Context: an optimization exercise on an open-source flow, tuned for small area, a short achievable clock period and few clock cycles per item. The choices shown serve that exercise and are no tape-out recipe.
RTL that was checked went through simulation tests only; none was proved equivalent to the original.
No activity file was given, so power comes from the tool's default toggle rates.

==> module sfd_tx, before the edit <==
module sfd_tx (
    input  wire        clk,
    input  wire        rst,
    input  wire        in_valid,
    input  wire [7:0]  in_op,
    input  wire [7:0]  in_dest,
    input  wire [7:0]  in_byte,
    input  wire        in_last,
    input  wire        in_empty,
    output wire        in_ready,
    output wire        tx_valid,
    output wire [7:0]  tx_byte,
    input  wire        tx_ready
);
    localparam [7:0] MARKER       = 8'h1B;
    localparam [7:0] LIT_SENTINEL = 8'h1C;
    localparam [7:0] OP_DATA      = 8'h44;
    reg  [7:0]  buf_mem [0:31];
    reg  [5:0]  top;           
    reg         in_cmd;        
    reg         col_isd;       
    reg  [7:0]  col_op;
    reg  [7:0]  col_dest;
    reg  [5:0]  cnt;           
    reg         pair;          
    reg         s_pend;        
    reg         col_closed;    
    reg         carry;         
    reg         carry_last;    
    reg         in_rdy;        
    reg         rdy_valid;
    reg  [7:0]  rdy_op;
    reg  [7:0]  rdy_dest;
    reg  [5:0]  rdy_len;
    reg         active;        
    reg  [5:0]  pos;           
    reg         out_src;       
    reg  [5:0]  out_end;       
    reg  [15:0] seq;
    reg         tx_v;
    reg  [7:0]  tx_b;
    assign in_ready = in_rdy;
    assign tx_valid = tx_v;
    assign tx_byte  = tx_b;
    function [5:0] inc6(input [5:0] x);
        inc6 = x ^ {&x[4:0], &x[3:0], &x[2:0], &x[1:0], x[0], 1'b1};
    endfunction
    function [5:0] dec6(input [5:0] x);
        dec6 = x ^ {~|x[4:0], ~|x[3:0], ~|x[2:0], ~|x[1:0], ~x[0], 1'b1};
    endfunction
    function [4:0] inc5(input [4:0] x);
        inc5 = x ^ {&x[3:0], &x[2:0], &x[1:0], x[0], 1'b1};
    endfunction
    wire        fire     = in_valid && in_rdy;
    wire        is_data  = in_cmd ? col_isd : (in_op == OP_DATA);
    wire        is_mk    = (in_byte == MARKER) && !in_empty;
    wire        is_m     = is_data && is_mk;
    wire        two      = is_m && pair;
    wire        c30      = (cnt == 6'd30);
    wire        c31      = (cnt == 6'd31);
    wire        nofit    = two && c31;
    wire [5:0]  cnt1     = inc6(cnt);
    wire [5:0]  cnt2     = {inc5(cnt[5:1]), cnt[0]};
    wire [5:0]  ncnt     = two ? cnt2 : cnt1;
    wire        in_end   = in_last || in_empty;
    wire        close    = in_end || c31 || (c30 && two);
    wire [5:0]  close_len = in_empty ? cnt : nofit ? 6'd31 : ncnt;
    reg  [7:0]  hdr;
    always @(*) begin
        case (pos[3:0])
            4'd0, 4'd1, 4'd2: hdr = MARKER;
            4'd4:             hdr = seq[15:8];
            4'd5:             hdr = seq[7:0];
            4'd6:             hdr = out_src ? col_op : rdy_op;
            4'd7:             hdr = out_src ? col_dest : rdy_dest;
            4'd9:             hdr = {2'b00, out_end - 6'd9};
            default:          hdr = 8'h00;
        endcase
    end
    wire        in_body  = (pos >= 6'd10);
    wire [7:0]  next_b   = in_body ? buf_mem[top[4:0]] : hdr;
    wire        adv      = !tx_v || tx_ready;
    wire        emit     = adv && active;
    wire        pos_last = (pos == out_end);
    wire        done     = emit && pos_last;
    wire        want     = adv && (pos_last || !active);
    wire        take_rdy = want && rdy_valid;
    wire        take_col = want && !rdy_valid && col_closed;
    wire        pos_lt8  = (pos[5:3] == 3'd0);
    wire        hold     = active && pos_lt8;
    wire        to_rdy   = col_closed && !take_col && !rdy_valid && !(hold && !out_src);
    wire        col_move = take_col || to_rdy;
    wire        rd       = emit && in_body;
    wire        occ31    = (top == 6'd30);
    wire        occ32    = (top == 6'd31);
    wire        wr_in    = fire && !in_empty;
    wire        wr_s     = s_pend && !occ32;
    wire        wr       = wr_in || wr_s;
    wire        full_n   = !rd && (occ32 || (occ31 && wr));
    wire        spend_n  = fire ? (two && !nofit) : (s_pend && !wr_s);
    wire        closed_n = (fire && close) || (col_closed && (col_move ? carry_last : 1'b1));
    wire        active_n = want ? (take_rdy || take_col) : active;
    wire        lt8_n    = adv ? (!emit || done || (pos[5:3] == 3'd0 && pos[2:0] != 3'd7)) : pos_lt8;
    wire        src_n    = take_rdy ? 1'b0 : take_col ? 1'b1 : out_src;
    wire        in_cmd_n = fire ? !in_end : in_cmd;
    wire        newblk_n = !in_cmd_n && active_n && lt8_n && src_n;
    integer i;
    always @(posedge clk) begin
        if (wr) begin
            for (i = 31; i > 0; i = i - 1)
                buf_mem[i] <= buf_mem[i - 1];
            buf_mem[0] <= s_pend ? LIT_SENTINEL : in_byte;
        end
        if (fire && !in_cmd) begin
            col_op   <= in_op;
            col_dest <= in_dest;
        end
        if (to_rdy) begin
            rdy_op   <= col_op;
            rdy_dest <= col_dest;
            rdy_len  <= cnt;
        end
        if (take_rdy) begin
            out_src  <= 1'b0;
            out_end  <= rdy_len + 6'd9;
        end
        if (take_col) begin
            out_src  <= 1'b1;
            out_end  <= cnt + 6'd9;
        end
        if (emit)
            tx_b <= next_b;
        else if (adv)
            tx_b <= MARKER;
    end
    always @(posedge clk) begin
        if (rst) begin
            top        <= 6'h3F;
            in_cmd     <= 1'b0;
            col_isd    <= 1'b0;
            cnt        <= 6'd0;
            pair       <= 1'b0;
            s_pend     <= 1'b0;
            col_closed <= 1'b0;
            carry      <= 1'b0;
            carry_last <= 1'b0;
            in_rdy     <= 1'b1;
            rdy_valid  <= 1'b0;
            active     <= 1'b0;
            pos        <= 6'd0;
            seq        <= 16'h0000;
            tx_v       <= 1'b0;
        end else begin
            if (wr && !rd)
                top <= inc6(top);
            else if (rd && !wr)
                top <= dec6(top);
            in_rdy <= !spend_n && !closed_n && !full_n && !newblk_n;
            s_pend <= spend_n;
            if (adv) begin
                if (emit) begin
                    tx_v <= 1'b1;
                    if (done) begin
                        seq <= (seq == 16'hFFFE) ? 16'h0000 : seq + 16'd1;
                        pos <= 6'd0;
                    end else begin
                        pos <= pos + 6'd1;
                    end
                end else begin
                    tx_v <= take_rdy || take_col;
                    pos  <= 6'd1;
                end
            end
            if (want)
                active <= take_rdy || take_col;
            if (take_rdy)
                rdy_valid <= 1'b0;
            if (to_rdy)
                rdy_valid <= 1'b1;
            if (col_move) begin
                col_closed <= carry_last;
                cnt        <= carry ? 6'd1 : 6'd0;
                pair       <= carry;
                carry      <= 1'b0;
                carry_last <= 1'b0;
            end
            if (fire) begin
                in_cmd <= !in_end;
                if (!in_cmd)
                    col_isd <= (in_op == OP_DATA);
                if (close) begin
                    col_closed <= 1'b1;
                    cnt        <= close_len;
                    carry      <= nofit;
                    carry_last <= nofit && in_last;
                end else begin
                    cnt        <= ncnt;
                    pair       <= is_m && !pair;
                end
            end
        end
    end
endmodule
Settings: LEC_CHECK=0, CAP_MARGIN=20, CORE_MARGIN=2, CORE_UTILIZATION=65, PLACE_DENSITY=0.75, SETUP_SLACK_MARGIN=3.3, SLEW_MARGIN=20; clock period 6.0 ns.
run.sh (not shown) runs the stock make flow with config.mk's settings and CLKGATE_MAP_FILE= SYNTH_SCRIPT=/design/flow/synth_recipe.tcl, a recipe that flattens the netlist after the stock synthesis.
Rerun with:
--- a/flow/design.v
+++ b/flow/design.v
@@ -16,7 +16,8 @@
     localparam [7:0] LIT_SENTINEL = 8'h1C;
     localparam [7:0] OP_DATA      = 8'h44;
     reg  [7:0]  buf_mem [0:31];
-    reg  [5:0]  top;           
+    reg  [5:0]  wp;            
+    reg  [5:0]  rp;            
     reg         in_cmd;        
     reg         col_isd;       
     reg  [7:0]  col_op;
@@ -34,7 +35,8 @@
     reg  [5:0]  rdy_len;
     reg         active;        
     reg  [5:0]  pos;           
-    reg         out_src;       
+    reg  [7:0]  out_op;
+    reg  [7:0]  out_dest;
     reg  [5:0]  out_end;       
     reg  [15:0] seq;
     reg         tx_v;
@@ -44,9 +46,6 @@
     assign tx_byte  = tx_b;
     function [5:0] inc6(input [5:0] x);
         inc6 = x ^ {&x[4:0], &x[3:0], &x[2:0], &x[1:0], x[0], 1'b1};
-    endfunction
-    function [5:0] dec6(input [5:0] x);
-        dec6 = x ^ {~|x[4:0], ~|x[3:0], ~|x[2:0], ~|x[1:0], ~x[0], 1'b1};
     endfunction
     function [4:0] inc5(input [4:0] x);
         inc5 = x ^ {&x[3:0], &x[2:0], &x[1:0], x[0], 1'b1};
@@ -71,14 +70,14 @@
             4'd0, 4'd1, 4'd2: hdr = MARKER;
             4'd4:             hdr = seq[15:8];
             4'd5:             hdr = seq[7:0];
-            4'd6:             hdr = out_src ? col_op : rdy_op;
-            4'd7:             hdr = out_src ? col_dest : rdy_dest;
+            4'd6:             hdr = out_op;
+            4'd7:             hdr = out_dest;
             4'd9:             hdr = {2'b00, out_end - 6'd9};
             default:          hdr = 8'h00;
         endcase
     end
     wire        in_body  = (pos >= 6'd10);
-    wire [7:0]  next_b   = in_body ? buf_mem[top[4:0]] : hdr;
+    wire [7:0]  next_b   = in_body ? buf_mem[rp[4:0]] : hdr;
     wire        adv      = !tx_v || tx_ready;
     wire        emit     = adv && active;
     wire        pos_last = (pos == out_end);
@@ -86,31 +85,22 @@
     wire        want     = adv && (pos_last || !active);
     wire        take_rdy = want && rdy_valid;
     wire        take_col = want && !rdy_valid && col_closed;
-    wire        pos_lt8  = (pos[5:3] == 3'd0);
-    wire        hold     = active && pos_lt8;
-    wire        to_rdy   = col_closed && !take_col && !rdy_valid && !(hold && !out_src);
+    wire        to_rdy   = col_closed && !take_col && (!rdy_valid || take_rdy);
     wire        col_move = take_col || to_rdy;
     wire        rd       = emit && in_body;
-    wire        occ31    = (top == 6'd30);
-    wire        occ32    = (top == 6'd31);
+    wire [5:0]  wp1      = wp + 6'd1;
+    wire [5:0]  rp_lap   = {~rp[5], rp[4:0]};
+    wire        occ31    = (wp1 == rp_lap);
+    wire        occ32    = (wp == rp_lap);
     wire        wr_in    = fire && !in_empty;
     wire        wr_s     = s_pend && !occ32;
     wire        wr       = wr_in || wr_s;
     wire        full_n   = !rd && (occ32 || (occ31 && wr));
     wire        spend_n  = fire ? (two && !nofit) : (s_pend && !wr_s);
     wire        closed_n = (fire && close) || (col_closed && (col_move ? carry_last : 1'b1));
-    wire        active_n = want ? (take_rdy || take_col) : active;
-    wire        lt8_n    = adv ? (!emit || done || (pos[5:3] == 3'd0 && pos[2:0] != 3'd7)) : pos_lt8;
-    wire        src_n    = take_rdy ? 1'b0 : take_col ? 1'b1 : out_src;
-    wire        in_cmd_n = fire ? !in_end : in_cmd;
-    wire        newblk_n = !in_cmd_n && active_n && lt8_n && src_n;
-    integer i;
     always @(posedge clk) begin
-        if (wr) begin
-            for (i = 31; i > 0; i = i - 1)
-                buf_mem[i] <= buf_mem[i - 1];
-            buf_mem[0] <= s_pend ? LIT_SENTINEL : in_byte;
-        end
+        if (wr)
+            buf_mem[wp[4:0]] <= s_pend ? LIT_SENTINEL : in_byte;
         if (fire && !in_cmd) begin
             col_op   <= in_op;
             col_dest <= in_dest;
@@ -121,11 +111,13 @@
             rdy_len  <= cnt;
         end
         if (take_rdy) begin
-            out_src  <= 1'b0;
+            out_op   <= rdy_op;
+            out_dest <= rdy_dest;
             out_end  <= rdy_len + 6'd9;
         end
         if (take_col) begin
-            out_src  <= 1'b1;
+            out_op   <= col_op;
+            out_dest <= col_dest;
             out_end  <= cnt + 6'd9;
         end
         if (emit)
@@ -135,7 +127,8 @@
     end
     always @(posedge clk) begin
         if (rst) begin
-            top        <= 6'h3F;
+            wp         <= 6'd0;
+            rp         <= 6'd0;
             in_cmd     <= 1'b0;
             col_isd    <= 1'b0;
             cnt        <= 6'd0;
@@ -151,11 +144,11 @@
             seq        <= 16'h0000;
             tx_v       <= 1'b0;
         end else begin
-            if (wr && !rd)
-                top <= inc6(top);
-            else if (rd && !wr)
-                top <= dec6(top);
-            in_rdy <= !spend_n && !closed_n && !full_n && !newblk_n;
+            if (wr)
+                wp <= wp1;
+            if (rd)
+                rp <= rp + 6'd1;
+            in_rdy <= !spend_n && !closed_n && !full_n;
             s_pend <= spend_n;
             if (adv) begin
                 if (emit) begin
The new run finished clean.
Flip-flop and latch count increases by 26.
Cell count decreases by about 0.56%.
Synthesized cell count decreases by 6.8%.
Global-route usage decreases by 3.4 points.
Register-to-register slack improved by 40 ps.
Area after synthesis increases by 5.9%.
Via count decreases by 8.4%.
Final area increases by about 7%.
Setup slack improved by 35 ps.
Power decreases by about 4.5%.
Core utilization increases by 0.21 points.
Routed wire length decreases by about 9%.
Count of clock-buffer cells in the layout increases by 3.
Testbench counts after the change, summed over its fixed seeds: cycles 47,582, bytes 31,638.
The RTL of the first run of this note was laid out without a check of its function.

re-timing with driven ports:
No port has a modelled driver above. Below, the same layouts with a new extraction and two added sets of constraints.
Step 1 assumes that a clkbuf_16 drives the clock port and a buf_2 every other input.
Step 2 also shifts input and output timing later by t, the mid clock arrival at the registers, as if the neighbouring blocks saw the same clock.
Three values: ideal, step 1, step 2; two values: the first two.
| run | t, ns | slack for setup (ns) | worst setup path at the end | clock arrival spread, ns | worst data-port slew with drivers (ns) |
|---|---|---|---|---|---|
| the first run | 0.557 | 3.310 / 3.296 / 2.843 | input to register | 0.020 / 0.020 | 0.04 |
| the second run | 0.575 | 3.345 / 3.295 / 2.811 | input to register | 0.020 / 0.020 | 0.04 |
After both steps every run listed still meets setup and hold. The setup slack of the second run, which loses most, moves by -0.050 ns with the drivers and by -0.534 ns with both steps.
